This is an optimization exercise on Yosys and OpenROAD, whose aim is small area, not a production implementation.
Where RTL was checked, it was by simulation tests only, not by an equivalence proof against the original.
No activity file was given, so power comes from the tool's default toggle rates.

==> quartz <==
Design veml6035_ctrl, start of the top module:
module veml6035_ctrl (
  input         clk,
  input         rst,
  input         cmd_valid,
  input  [63:0] cmd_word,
  output        cmd_ready,
  output [2:0]  status,
  output [63:0] result,
  output [15:0] err,
  output [1:0]  state,
  output        tx_req,
  output [1:0]  tx_op,
  output [6:0]  tx_addr,
  output [1:0]  tx_len,
  output [23:0] tx_wdata,
  output        tx_stop,
  input         tx_ack,
  input  [7:0]  tx_rdata,
  input         tx_fail
);
  localparam ST_OK = 3'd0, ST_BUS = 3'd1, ST_IDM = 3'd2, ST_INV = 3'd3, ST_ILL = 3'd4,
             ST_NONE = 3'd7;
  localparam S_UNINIT = 2'd0, S_PROBING = 2'd1, S_CONFIGURED = 2'd2, S_FAILED = 2'd3;
  localparam [31:0] LENS_ONE = 32'h0001_0000;
  localparam PC_S0 = 5'd0,  PC_S1 = 5'd1,  PC_RW = 5'd2,  PC_WW = 5'd3,
             PC_ALS = 5'd4, PC_FLG = 5'd5, PC_FREL = 5'd7,
             PC_A0 = 5'd8,  PC_FIN = 5'd15, PC_B0 = 5'd16, PC_FFLG = 5'd23,
             PC_L0 = 5'd24, PC_L1 = 5'd25, PC_R0 = 5'd26, PC_R1 = 5'd27,
             PC_FLENS = 5'd31;
  localparam E_IDLE = 3'd0, E_PRE = 3'd1, E_LUX = 3'd2, E_ADDW = 3'd3,
             E_ARITH = 3'd4, E_CLAMP = 3'd5, E_ROT = 3'd6;
  reg        running;
  reg [2:0]  status_r;      
  reg [58:0] rr;
  reg [7:0]  err_reg;
  reg [2:0]  err_step;
  reg [2:0]  err_cause;
  reg [1:0]  state_r;
  reg [31:0] lens;
  reg [23:0] W;
  reg [1:0]  top;
  reg [1:0]  polls;         
  reg [4:0]  pc;
  wire       treq;
  reg [57:0] P;
  reg [2:0]  eop;
  reg [5:0]  cnt;
  assign cmd_ready = !running;
  assign status    = running ? 3'd6 : status_r;
  assign result    = {{5{rr[58]}}, rr};    
  assign err       = {err_reg, 1'b0, err_step, 1'b0, err_cause};
  assign state     = state_r;
  assign tx_req    = treq;           
  assign tx_op     = top;
  assign tx_addr   = 7'h29;
  assign tx_len    = {(top != 2'd0) | wrp, top == 2'd0};
  assign tx_wdata  = {wr_p ? (P[15:0] | wconst) : W[23:8], keep_reg ? W[7:0] : sreg};
  assign tx_stop   = wrp;
  wire [3:0]  d_op   = cmd_word[3:0];
  wire [15:0] d_data = cmd_word[31:16];
  wire [31:0] d_arg  = cmd_word[63:32];
  wire z_reg  = (cmd_word[15:8] == 8'd0);
  wire z_data = (d_data == 16'd0);
  wire z_arg  = (d_arg == 32'd0);
  reg       d_legal;
  reg [4:0] d_pc;
  always @(*) begin
    d_pc = PC_FIN;
    case (d_op)
      4'h1:    begin d_legal = z_reg && z_data && z_arg; d_pc = PC_B0; end
  ...
export LEC_CHECK = 0
export CAP_MARGIN = 0
export CORE_MARGIN = 2
export CORE_UTILIZATION = 50
export PLACE_DENSITY = 0.7
export SLEW_MARGIN = 0
create_clock -name core_clock -period 35.0 [get_ports {clk}]
standard.sh (not shown) runs the stock make flow with config.mk's settings and CLKGATE_MAP_FILE= SYNTH_SCRIPT=/design/flow/synth_recipe.tcl, a recipe that flattens the netlist after the stock synthesis.
==> flow/flow/run.sh <==
#!/bin/bash
set -euo pipefail
export BUFFER_PORTS_ARGS="-buffer_cell sky130_fd_sc_hd__buf_1"
export CTS_ARGS="-sink_clustering_enable -repair_clock_nets -dont_use_dummy_load -buf_list sky130_fd_sc_hd__clkbuf_8 -sink_clustering_size 14 -sink_clustering_max_diameter 110"
bash standard.sh > layout.log 2>&1
==> maple (differences from quartz) <==
--- a/flow/design.v
+++ b/flow/design.v
@@ -22,11 +22,11 @@
              ST_NONE = 3'd7;
   localparam S_UNINIT = 2'd0, S_PROBING = 2'd1, S_CONFIGURED = 2'd2, S_FAILED = 2'd3;
   localparam [31:0] LENS_ONE = 32'h0001_0000;
   localparam PC_S0 = 5'd0,  PC_S1 = 5'd1,  PC_RW = 5'd2,  PC_WW = 5'd3,
              PC_ALS = 5'd4, PC_FLG = 5'd5, PC_FREL = 5'd7,
-             PC_A0 = 5'd8,  PC_FIN = 5'd15, PC_B0 = 5'd16, PC_FFLG = 5'd23,
+             PC_A0 = 5'd8,  PC_FIN = 5'd15, PC_B0 = 5'd16, PC_FFLG = 5'd31,    
              PC_L0 = 5'd24, PC_L1 = 5'd25, PC_R0 = 5'd26, PC_R1 = 5'd27,
              PC_FLENS = 5'd31;
   localparam E_IDLE = 3'd0, E_PRE = 3'd1, E_LUX = 3'd2, E_ADDW = 3'd3,
              E_ARITH = 3'd4, E_CLAMP = 3'd5, E_ROT = 3'd6;
   reg        running;
@@ -47,11 +47,12 @@
   reg [5:0]  cnt;
   assign cmd_ready = !running;
   assign status    = running ? 3'd6 : status_r;
   assign result    = {{5{rr[58]}}, rr};    
   assign err       = {err_reg, 1'b0, err_step, 1'b0, err_cause};
-  assign state     = state_r;
+  wire   probing   = running && (pc[4:3] == 2'b10);    
+  assign state     = probing ? S_PROBING : state_r;
   assign tx_req    = treq;           
   assign tx_op     = top;
   assign tx_addr   = 7'h29;
   assign tx_len    = {(top != 2'd0) | wrp, top == 2'd0};
   assign tx_wdata  = {wr_p ? (P[15:0] | wconst) : W[23:8], keep_reg ? W[7:0] : sreg};
@@ -267,11 +268,12 @@
         e_start = E_ARITH;              
       else if (top == 2'd2 && polls == 2'd0 && !zhi)
         e_start = E_CLAMP;              
     end
   end
-  wire complete = running && e_idle && !treq;
+  wire complete = running && e_idle &&
+                  (pcfin || status_r == ST_BUS || status_r == ST_IDM);
   always @(posedge clk) begin
     if (e_whole)
       P <= snext;
     else if (e_low)
       P[38:0] <= {(a_div ? (a_fin ? 7'd0 : drem) : snext[38:32]), snext[31:0]};
@@ -304,12 +306,10 @@
       end
       if (!running && cmd_valid) begin
         running  <= 1'b1;
         status_r <= !d_legal ? ST_ILL : d_inv ? ST_INV : ST_OK;
         pc       <= d_ok ? d_pc : PC_FIN;
-        if (d_ok && d_op == 4'h1)
-          state_r <= S_PROBING;
         if (d_ok && d_op == 4'hA)
           lens <= d_arg;
         W        <= cmd_word[31:8];
         top      <= 2'd0;
         eop      <= E_PRE;
@@ -356,26 +356,29 @@
         end
       end
       if (complete) begin
         running <= 1'b0;
         rr      <= {status_r != ST_OK, P};
-        if (!status_r[2] && (status_r[1] ^ status_r[0])) begin
+        if (status_r == ST_BUS) begin
           err_reg   <= tx_wdata[7:0];
           err_step  <= (pc[4:3] != 2'b00) ? pc[2:0] : {2'b00, pc == PC_S1};
-          err_cause <= status_r[1] ? 3'd6 :
-                       (top == 2'd0) ? (wrp ? 3'd1 : 3'd2) :
+          err_cause <= (top == 2'd0) ? (wrp ? 3'd1 : 3'd2) :
                        (top == 2'd1) ? (polls[0] ? 3'd3 : 3'd4) : 3'd5;
+        end else if (status_r == ST_IDM) begin
+          err_reg   <= 8'h07;
+          err_step  <= 3'd2;
+          err_cause <= 3'd6;
         end else begin
           err_reg   <= 8'd0;
           err_step  <= 3'd0;
           err_cause <= 3'd0;
         end
-        if (state_r == S_PROBING)
+        if (probing)
           state_r <= (status_r == ST_OK) ? S_CONFIGURED : S_FAILED;
         if (pc == PC_FREL)
           state_r <= S_UNINIT;
-        if ((state_r == S_PROBING && status_r == ST_OK) || pc == PC_FREL)
+        if ((probing && status_r == ST_OK) || pc == PC_FREL)
           lens <= LENS_ONE;
       end
     end
   end
 endmodule
==> flow/flow/run.sh (replaced) <==
#!/bin/bash
set -euo pipefail
export BUFFER_PORTS_ARGS="-buffer_cell sky130_fd_sc_hd__buf_1"
export CTS_ARGS="-sink_clustering_enable -repair_clock_nets -dont_use_dummy_load -buf_list sky130_fd_sc_hd__clkbuf_8 -sink_clustering_size 18 -sink_clustering_max_diameter 120"
bash standard.sh > layout.log 2>&1
Settings changed: CORE_UTILIZATION 50 to 70, PLACE_DENSITY 0.7 to 0.85.
==> comparison table <==
metric	maple	quartz
Slew of the pin with the lowest slew margin	1260 ps	1240 ps
Status	finished clean	finished clean
Met1 wire length	12100 um	13400 um
Slowest CP cell	edfxtp_1	a211oi_2
Maximum number of pins on one net before global-route repair	73	72
Number of buffer and inverter stages on the critical path	2	1
Clock network fraction of design power	24.8%	26.6%
Final setup skew	31.5 ps	60.7 ps
Switching Share	27.6%	28.3%
Most common cell after layout, fill and taps aside	buf_1	nand2_1
Per-cell via count in the routed design	6.23	5.77
Start point of the worst min-delay path	err_reg[3]	P[54]
Total Wirelength	28400 um	29700 um
Clock group	114 uW	128 uW
Met3 usage	4.78%	3.65%
Number of clock buffers in the layout	15	19
Total power of the final layout	458 uW	481 uW
Global-route wire length before repair	45600 um	46500 um
Comb power	60.6 uW	67.6 uW
End-of-flow core utilization	77.5%	55.5%
The RTL of quartz was laid out without a check of its function.

==> re-timing with driven ports <==
Ports are ideal in the flow. The routed layouts listed here were re-timed in OpenROAD.
Step 1 sets driving cells, clkbuf_16 on the clock port and buf_2 on the other inputs (assumed; they add their load-dependent delay and slew).
Step 2, shift: input delay + t, output delay - t, t = (earliest + latest rising clock arrival at the registers) / 2. This alone moves slack from input paths to output paths.
Slacks: ideal ports / drivers / drivers and shift; pairs: ideal ports / drivers.
run | t, ns | setup WS [ns] | worst hold slack (ns) | pins driven straight from the clock port
quartz | 0.555 | 18.922 / 18.922 / 18.922 | 0.455 / 0.455 / 0.455 | 1
maple | 0.530 | 19.543 / 19.543 / 19.543 | 0.456 / 0.456 / 0.456 | 1
After both steps every run listed still meets setup and hold.
